What follows belongs to an exercise in optimizing a design on an open flow for small area, a short achievable clock period and few clock cycles per item; a production flow would make more cautious choices.
The RTL was checked by simulation tests, not by an equivalence proof against the original design.
Power and IR drop assume default switching activity.

<file path="flow/run.sh">
#!/bin/bash
# synth_recipe.tcl (not shown) runs the flow's synth.tcl, then flattens the netlist and writes it again
# the make line also repeats each setting of config.mk as NAME=value (left out here)
make -C /OpenROAD-flow-scripts/flow DESIGN_CONFIG=/design/flow/config.mk WORK_HOME=/design/flow/orfs CLKGATE_MAP_FILE= SYNTH_SCRIPT=/design/flow/synth_recipe.tcl finish
</file>
<file path="flow/config.mk">
export PLATFORM = sky130hd
export DESIGN_NAME = sweep_decoder
export DESIGN_NICKNAME = sweep_decoder
export VERILOG_FILES = /design/flow/design.v
export SDC_FILE = /design/flow/constraint.sdc
export NUM_CORES = 4
export LEC_CHECK = 0
export CAP_MARGIN = 20
export CORE_MARGIN = 2
export CORE_UTILIZATION = 40
export SLEW_MARGIN = 20
</file>
<file path="flow/constraint.sdc">
create_clock -name core_clock -period 10.0 [get_ports {clk}]
set_input_delay 2.0000 -clock core_clock [delete_from_list [all_inputs] [get_ports {clk}]]
set_output_delay 2.0000 -clock core_clock [all_outputs]
set_load 0.01 [all_outputs]
</file>
<file path="flow/design.v">
module sd_classifier (
    input  wire        clk,
    input  wire        clear,       
    input  wire        bit_valid,
    input  wire        bit_in,
    input  wire        bit_first,   
    output reg         sym_we,
    output reg  [6:0]  sym_waddr,
    output reg  [1:0]  sym_wdata,
    output wire [7:0]  nsym,
    output wire        ovf,
    output wire        excl,
    output wire [1:0]  sym0
);
    localparam [1:0] S_ZERO = 2'd0, S_ONE = 2'd1, S_AMB = 2'd2;
    reg        prev;
    reg [10:0] runlen;
    reg [7:0]  count;       
    reg        ovf_r;
    reg        len0_is1;
    reg        sym1_amb;
    reg [1:0]  sym0_r;
    function [1:0] cls;
        input [10:0] len;
        begin
            if (len >= 11'd5)      cls = S_ZERO;
            else if (len <= 11'd3) cls = S_ONE;
            else                   cls = S_AMB;
        end
    endfunction
    wire        closes = bit_valid && !bit_first && (bit_in != prev);
    wire [1:0]  run_cls = cls(runlen);
    always @(posedge clk) begin
        sym_we <= 1'b0;
        if (clear) begin
            count    <= 8'd0;
            ovf_r    <= 1'b0;
            len0_is1 <= 1'b0;
            sym1_amb <= 1'b0;
            sym0_r   <= S_ZERO;
            runlen   <= 11'd0;
            prev     <= 1'b0;
        end else if (bit_valid) begin
            prev <= bit_in;
            if (bit_first) begin
                runlen <= 11'd1;
            end else if (closes) begin
                runlen <= 11'd1;
                if (count == 8'd128) begin
                    ovf_r <= 1'b1;
                end else begin
                    sym_we    <= 1'b1;
                    sym_waddr <= count[6:0];
                    sym_wdata <= run_cls;
                    count     <= count + 8'd1;
                    if (count == 8'd0) begin
                        len0_is1 <= (runlen == 11'd1);
                        sym0_r   <= run_cls;
                    end
                    if (count == 8'd1)
                        sym1_amb <= (run_cls == S_AMB);
                end
            end else begin
                runlen <= runlen + 11'd1;
            end
        end
    end
    assign ovf  = ovf_r;
    assign nsym = ovf_r ? 8'd0 : count;
    assign excl = !ovf_r && (count >= 8'd2) && len0_is1 && sym1_amb;
    assign sym0 = ovf_r ? S_ZERO : sym0_r;
endmodule
module sd_resolver (
    input  wire        clk,
    input  wire        rst,
    input  wire        sym_we,
    input  wire [6:0]  sym_waddr,
    input  wire [1:0]  sym_wdata,
    input  wire [7:0]  nsym,
    input  wire        excl,
    input  wire [1:0]  sym0,
    input  wire        start,
    output reg         done,        
    output reg  [63:0] chips,
    output reg         skip0
);
    localparam [1:0] S_ZERO = 2'd0, S_ONE = 2'd1, S_AMB = 2'd2;
    localparam [1:0] P_IDLE = 2'd0, P_FWD = 2'd1, P_CLEAN = 2'd2, P_PACK = 2'd3;
    reg [1:0] sym [0:127];
    reg [1:0] phase;
    reg [7:0] idx;       
    reg [7:0] kcnt;      
    wire [7:0] n    = nsym;
    wire [7:0] lo   = {7'd0, excl};
    wire       last = (idx + 8'd1 == n);
    wire [1:0] cur = sym[idx[6:0]];
    wire [1:0] nxt = sym[idx[6:0] + 7'd1];
    wire [1:0] prv = sym[idx[6:0] - 7'd1];
    reg [1:0] fwd_val;
    always @(*) begin
        fwd_val = cur;
        if (cur == S_AMB) begin
            if (last)
                fwd_val = S_ZERO;                                
            else if (nxt == S_AMB || (idx != 8'd0 && prv == S_AMB))
                fwd_val = S_AMB;                                 
            else if (kcnt[0] && nxt == S_ONE)
                fwd_val = S_ONE;                                 
            else if (!kcnt[0] && nxt == S_ZERO)
                fwd_val = S_ZERO;                                
            else
                fwd_val = S_AMB;                                 
        end
    end
    reg [1:0] cln_val;
    always @(*) begin
        cln_val = cur;
        if (cur == S_AMB)
            cln_val = kcnt[0] ? S_ONE : S_ZERO;                  
    end
    wire       c1_fire = (cur == S_ZERO) && kcnt[0] && (idx > kcnt);    
    wire [6:0] c1_addr = idx[6:0] - kcnt[6:0] - 7'd1;
    wire [1:0] new_val = (phase == P_FWD) ? fwd_val : cln_val;
    wire [7:0] k_next  = (new_val == S_ONE && idx >= lo) ? kcnt + 8'd1 : 8'd0;
    wire        skip = (n != 8'd0) && (sym0 != S_ZERO);
    reg  [63:0] packed_chips;
    integer j;
    always @(*) begin
        for (j = 0; j < 64; j = j + 1) begin
            if (skip)
                packed_chips[63-j] = (j + 1 < n) && (sym[j+1] == S_ONE);
            else
                packed_chips[63-j] = (j < n) && (sym[j] == S_ONE);
        end
    end
    always @(posedge clk) begin
        if (sym_we)
            sym[sym_waddr] <= sym_wdata;
        else if (phase == P_FWD)
            sym[idx[6:0]] <= fwd_val;
        else if (phase == P_CLEAN) begin
            if (c1_fire)
                sym[c1_addr] <= S_ONE;
            else
                sym[idx[6:0]] <= cln_val;
        end
    end
    always @(posedge clk) begin
        if (rst) begin
            phase <= P_IDLE;
            done  <= 1'b0;
            idx   <= 8'd0;
            kcnt  <= 8'd0;
        end else begin
            done <= 1'b0;
            case (phase)
                P_IDLE: if (start) begin
                    idx   <= 8'd0;
                    kcnt  <= 8'd0;
                    phase <= (n == 8'd0) ? P_PACK : P_FWD;
                end
                P_FWD: begin
                    if (last) begin
                        idx   <= 8'd0;
                        kcnt  <= 8'd0;
                        phase <= P_CLEAN;
                    end else begin
                        idx   <= idx + 8'd1;
                        kcnt  <= k_next;
                    end
                end
                P_CLEAN: begin
                    if (last) begin
                        phase <= P_PACK;
                    end else begin
                        idx   <= idx + 8'd1;
                        kcnt  <= k_next;
                    end
                end
                P_PACK: begin
                    chips <= packed_chips;
                    skip0 <= skip;
                    done  <= 1'b1;
                    phase <= P_IDLE;
                end
            endcase
        end
    end
endmodule
module sd_matcher (
    input  wire        clk,
    input  wire        rst,
    input  wire [16:0] tap0,
    input  wire [16:0] tap1,
    input  wire [63:0] chips,
    input  wire        start,
    output reg         done,        
    output reg         found,
    output reg         poly,
    output reg  [3:0]  offset,
    output reg  [5:0]  window,
    output reg  [2:0]  thr,
    output reg  [5:0]  dist0,
    output reg  [5:0]  dist1
);
    localparam [1:0] M_IDLE = 2'd0, M_INIT = 2'd1, M_STEP = 2'd2, M_DEC = 2'd3;
    reg [1:0]  state;
    reg [16:0] lf0, lf1;
    reg [46:0] act;         
    reg [5:0]  j;
    wire q0 = ^(lf0 & tap0);
    wire q1 = ^(lf1 & tap1);
    wire [63:0] sh_seed = chips >> (6'd47 - {2'd0, offset});
    wire [63:0] sh_act  = chips << (6'd17 + {2'd0, offset});
    wire [5:0] dmin = (dist0 < dist1) ? dist0 : dist1;
    always @(posedge clk) begin
        if (rst) begin
            state <= M_IDLE;
            done  <= 1'b0;
        end else begin
            done <= 1'b0;
            case (state)
                M_IDLE: if (start) begin
                    offset <= 4'd0;
                    window <= 6'd47;
                    thr    <= 3'd4;
                    dist0  <= 6'd0;
                    dist1  <= 6'd0;
                    found  <= 1'b0;
                    poly   <= 1'b0;
                    state  <= M_INIT;
                end
                M_INIT: begin
                    if (window < 6'd10) begin
                        done  <= 1'b1;
                        state <= M_IDLE;
                    end else begin
                        lf0   <= sh_seed[16:0];
                        lf1   <= sh_seed[16:0];
                        act   <= sh_act[63:17];
                        dist0 <= 6'd0;
                        dist1 <= 6'd0;
                        j     <= 6'd0;
                        state <= M_STEP;
                    end
                end
                M_STEP: begin
                    lf0   <= {lf0[15:0], q0};
                    lf1   <= {lf1[15:0], q1};
                    act   <= {act[45:0], 1'b0};
                    dist0 <= dist0 + {5'd0, q0 ^ act[46]};
                    dist1 <= dist1 + {5'd0, q1 ^ act[46]};
                    j     <= j + 6'd1;
                    if (j + 6'd1 == window)
                        state <= M_DEC;
                end
                M_DEC: begin
                    if (dmin <= {3'd0, thr} && dist0 != dist1) begin
                        found <= 1'b1;
                        poly  <= (dist1 < dist0);
                        done  <= 1'b1;
                        state <= M_IDLE;
                    end else begin
                        if (offset == 4'd8) begin
                            offset <= 4'd0;
                            if (thr != 3'd1)
                                thr <= thr - 3'd1;
                        end else begin
                            offset <= offset + 4'd1;
                        end
                        window <= window - 6'd1;
                        state  <= M_INIT;
                    end
                end
            endcase
        end
    end
endmodule
module sweep_decoder (
    input  wire        clk,
    input  wire        rst,
    input  wire [16:0] tap0,
    input  wire [16:0] tap1,
    input  wire        in_valid,
    output wire        in_ready,
    input  wire [7:0]  in_data,
    output wire        out_valid,
    input  wire        out_ready,
    output wire [63:0] out_chips,
    output wire [7:0]  out_nsym,
    output wire        out_ovf,
    output wire        out_excl,
    output wire        out_skip0,
    output wire        out_found,
    output wire        out_poly,
    output wire [3:0]  out_offset,
    output wire [5:0]  out_window,
    output wire [2:0]  out_thr,
    output wire [5:0]  out_dist0,
    output wire [5:0]  out_dist1
);
    localparam [2:0] T_LOAD = 3'd0, T_FLUSH = 3'd1, T_RESOLVE = 3'd2,
                     T_MATCH = 3'd3, T_OUT = 3'd4;
    reg [2:0] state;
    reg [7:0] byte_sr;
    reg       byte_full;
    reg [2:0] bit_idx;
    reg [6:0] byte_cnt;
    reg       first_bit;
    wire bit_valid = (state == T_LOAD) && byte_full;
    wire bit_last  = bit_valid && (bit_idx == 3'd7);
    wire cap_last  = bit_last && (byte_cnt == 7'd127);
    assign in_ready = (state == T_LOAD) && (!byte_full || (bit_last && !cap_last));
    wire   in_fire  = in_valid && in_ready;
    always @(posedge clk) begin
        if (rst) begin
            byte_full <= 1'b0;
            bit_idx   <= 3'd0;
            byte_cnt  <= 7'd0;
            first_bit <= 1'b1;
        end else begin
            if (bit_valid) begin
                byte_sr   <= {byte_sr[6:0], 1'b0};
                bit_idx   <= bit_idx + 3'd1;
                first_bit <= 1'b0;
                if (bit_last) begin
                    byte_full <= 1'b0;
                    byte_cnt  <= byte_cnt + 7'd1;
                end
            end
            if (in_fire) begin
                byte_sr   <= in_data;
                byte_full <= 1'b1;
            end
            if (state == T_OUT && out_ready)
                first_bit <= 1'b1;
        end
    end
    wire       sym_we;
    wire [6:0] sym_waddr;
    wire [1:0] sym_wdata;
    wire [7:0] nsym;
    wire       ovf, excl;
    wire [1:0] sym0;
    sd_classifier u_cls (
        .clk       (clk),
        .clear     (rst || (state == T_OUT && out_ready)),
        .bit_valid (bit_valid),
        .bit_in    (byte_sr[7]),
        .bit_first (first_bit),
        .sym_we    (sym_we),
        .sym_waddr (sym_waddr),
        .sym_wdata (sym_wdata),
        .nsym      (nsym),
        .ovf       (ovf),
        .excl      (excl),
        .sym0      (sym0)
    );
    wire        res_done;
    wire [63:0] chips;
    wire        skip0;
    sd_resolver u_res (
        .clk       (clk),
        .rst       (rst),
        .sym_we    (sym_we),
        .sym_waddr (sym_waddr),
        .sym_wdata (sym_wdata),
        .nsym      (nsym),
        .excl      (excl),
        .sym0      (sym0),
        .start     (state == T_FLUSH),
        .done      (res_done),
        .chips     (chips),
        .skip0     (skip0)
    );
    wire match_done;
    sd_matcher u_mat (
        .clk    (clk),
        .rst    (rst),
        .tap0   (tap0),
        .tap1   (tap1),
        .chips  (chips),
        .start  (res_done),
        .done   (match_done),
        .found  (out_found),
        .poly   (out_poly),
        .offset (out_offset),
        .window (out_window),
        .thr    (out_thr),
        .dist0  (out_dist0),
        .dist1  (out_dist1)
    );
    always @(posedge clk) begin
        if (rst) begin
            state <= T_LOAD;
        end else begin
            case (state)
                T_LOAD:    if (cap_last)   state <= T_FLUSH;    
                T_FLUSH:                   state <= T_RESOLVE;
                T_RESOLVE: if (res_done)   state <= T_MATCH;
                T_MATCH:   if (match_done) state <= T_OUT;
                T_OUT:     if (out_ready)  state <= T_LOAD;
                default:                   state <= T_LOAD;
            endcase
        end
    end
    assign out_valid = (state == T_OUT);
    assign out_chips = chips;
    assign out_nsym  = nsym;
    assign out_ovf   = ovf;
    assign out_excl  = excl;
    assign out_skip0 = skip0;
endmodule
</file>
==> metrics.yaml <==
run_status:
  outcome: "timing/DRC/antenna clean"
worst_hold_path:
  hold_path.class: "flip-flop to flip-flop"
  hp-start: "u_cls.sym1_amb"
  whs_path_depth: 2
floorplan:
  die_h_um: 291
  die_area_um2: 84900
  start_util_pct: 40.3
  io_pins: 150
  die_x_um: 291
  fp-row-count: 105
  core-area_um2: 82000
layout:
  final_cell_mix: "nand2_1, edfxtp_1, nor2_1"
  multi_input_area_um2: 16900
  n_antenna_cell: 0
  nets: 3344
  layout-drive-gt1-share_pct: 11.8
  area_growth_pct: 13.5
  seqCellArea_um2: 15000
  stdcell_area_um2: 37500
  final_common_cell: "nand2_1"
  n_fill_cell: 7758
yosys:
  syn_nets: 3301
  seq_area_frac_synth_pct: 45.3
  synth-main-ff-cell: "edfxtp_1"
  yosys_warnings: 4
  synth_edf_count: 452
  yosys_register_bits: 522
  syn_area_um2: 33000
  synth_cells: 3209
  syn_area_per_cell_um2: 10.3
  synth_cell_types: 82
  ys_async_sr_fraction_pct: 0
drt:
  wl_per_cell_um: 24.8
  wl_um: 109000
  post-route-drc-count: 0
  antenna_left: 0
  via_per_inst: 6.25
  drtIter0Drc: 3119
  via_count: 27300
  drt-pass1-iter-count: 7
place:
  dpl.hpwl_um: 77400
  place.gp.congestion: 0.990
  dpl_cell_area_um2: 35600
  io_buffers: 149
sta:
  finalClockSkew_ns: 0.0414
  setup_viol: 0
  slew_headroom_pct: 18.6
  rsz0062_at_grt: "no"
  fmax_mhz: 148
  hold_violations: 0
  fin_crit_ns: 6.77
  period_share_pct: 67.7
  tightest_slew_ns: 1.22
  drv_slew: 0
  tns_ns: 0
cts:
  cts_root_buf: "clkbuf_16"
  cts-buffers-inserted: 57
  clkLatencyLatePin_ns: 0.65
  cts_tree: "built"
  clkTransAtPathRegs_ns: 0.06
  cts.path.max_buffers: 3
  cts.repair.resized: 0
  post-cts-setup-buffers: 0
  hold_buffers: 0
  cts_sinks: 522
  cts_max_level: 2
critical_path:
  critPathKind: "flip-flop to flip-flop"
  crit_fanout: 80
  startpoint_type: "flip-flop"
  crit_start: "u_res.idx[0]"
  cp_data_arrival_time_ns: 7.10
  r2r_cells: 13
  cp-end-kind: "flip-flop"
  r2r-start: "u_res.idx[0]"
  crit_required_ns: 10.32
grt:
  overflow: 0
  grt.total_usage_pct: 24.9
  first_global_vias: 25900
  grt_pass1_wl_um: 164000
  antenna_found_initial: 0
  grt_max_degree: 94
job:
  maxCapViolCount: 0
power_and_ir_drop:
  p_total_w: 0.00543
  power.density_nw_per_um2: 145
  cellLeakagePower_nw: 12.9
  vdd_drop_max_v: 0.000146
==> critical path: stages (launching register included) <==
cell and delay, ns:
dfxtp_4 0.89, inv_1 0.60, ha_2 0.51, buf_4 0.47, and2_1 0.83, a311oi_1 0.19, nand4_1 0.15, nand3_1 0.09
or4_1 0.51, o21ai_0 0.13, nand4_1 0.25, o21ai_0 0.22, o31a_2 0.74, buf_4 0.79
==> stage by stage <==
stage | setup WS [ns] | cells | hold slack, ns | utilization [%]
2_1_floorplan | 1.02 | 3209 | 0.406 | -
3_3_place_gp | 3.40 | 4263 | 0.441 | 43.4
3_5_place_dp | 3.31 | 4263 | 0.446 | 43.5
4_1_cts | 3.31 | 4370 | 0.455 | 45.8
5_1_grt | 2.86 | 4370 | 0.481 | 45.8
6_report | 3.23 | 4370 | 0.454 | 45.8
==> final timing paths <==
check	to	slack, ns
setup / recovery	u_res.sym[55][0]	3.23
hold / removal	u_cls.sym1_amb	0.45
setup reg to reg	u_res.sym[55][0]	3.23
hold reg to reg	u_cls.sym1_amb	0.45
==> final cells by class <==
cell class,instances,share of cell area (%)
multi-input combinational,2335,45.0
sequential,522,39.9
timing repair buffer,212,5.24
clock buffer,71,4.10
tap,1070,3.57
inverter,124,1.24
clock inverter,36,0.910
==> sequential cells by signal (all words and copies together), names as in the netlist, 2 cells and up, named ones only <==
register	cells
state	3
byte_sr	8
u_mat.window	6
u_cls.count	8
u_res.idx	8
u_mat.lf0	17
u_cls.runlen	11
u_res.sym	256
u_mat.offset	4
u_mat.thr	3
byte_cnt	7
u_res.phase	2
u_mat.act	47
u_res.kcnt	8
u_res.chips	64
u_mat.j	6
bit_idx	3
u_mat.dist0	6
u_cls.sym_wdata	2
u_mat.dist1	6
u_mat.lf1	17
u_cls.sym_waddr	7
u_cls.sym0_r	2
==> Yosys cell counts, types with 31 or more instances <==
master,instances,area [µm²]
nor3_1,31,155
nand2_1,492,1850
o2111ai_1,50,438
nor2_1,376,1410
nand3_1,80,400
edfxtp_1,452,13600
dfxtp_1,70,1400
o21ai_0,142,711
inv_1,120,450
xnor2_1,81,709
mux2_2,36,405
clkbuf_1,177,664
a211oi_1,40,300
mux4_2,149,3360
a21oi_1,120,601
nor2b_1,49,307
a32oi_1,41,359
mux2i_1,165,1650
ha_1,45,563
==> where the power goes <==
part	leakage, nW	switching, W	total [W]	internal [W]
clock network	0.917	0.000924	0.00211	0.00118
registers	4.70	0.0000505	0.00256	0.00250
logic	7.30	0.000518	0.000769	0.000251
total	12.9	0.00149	0.00543	0.00394
==> cells by family (layout without fill, tap and decap cells) <==
group | count (synthesis) | in the layout | share of synthesized area, %
AO/OA/AOI/OAI | 639 | 639 | 13.4
buffers and inverters | 352 | 443 | 4.23
adder cells (fa/ha/maj) | 46 | 46 | 1.76
flip-flops | 522 | 522 | 45.3
multiplexers | 351 | 351 | 16.4
AND/OR/NAND/NOR | 1189 | 1189 | 16.0
XOR/XNOR | 110 | 110 | 2.92
==> routing by layer <==
metal  global-route usage, %  share of wire, %
met4                    11.0               4.8
met5                       0                 0
met3                    4.38               8.6
met2                    39.8                46
met1                    33.3                40
Testbench counts, summed over its fixed seeds: cycles 220,702, items 96.

afterwards: timing with drivers on the ports:
In the flow no input, the clock included, has a driving cell. The finished layout below was timed again as built, in two steps.
Step 1 assumes that a clkbuf_16 drives the clock port and a buf_2 every other input.
Step 2 also shifts input and output timing later by t, the mid clock arrival at the registers, as if the neighbouring blocks saw the same clock.
a / b / c = no drivers / after step 1 / after step 2; a / b = the first two.
t, ns: 0.697
slack for setup (ns): 3.225 / 3.225 / 3.225
worst setup path at the end: register to register
worst data-port slew with drivers (ns): 0.04
After both steps setup and hold are still met in this run. For this run, drivers alone change the setup slack by 0.000 ns; drivers and shift together by 0.000 ns.
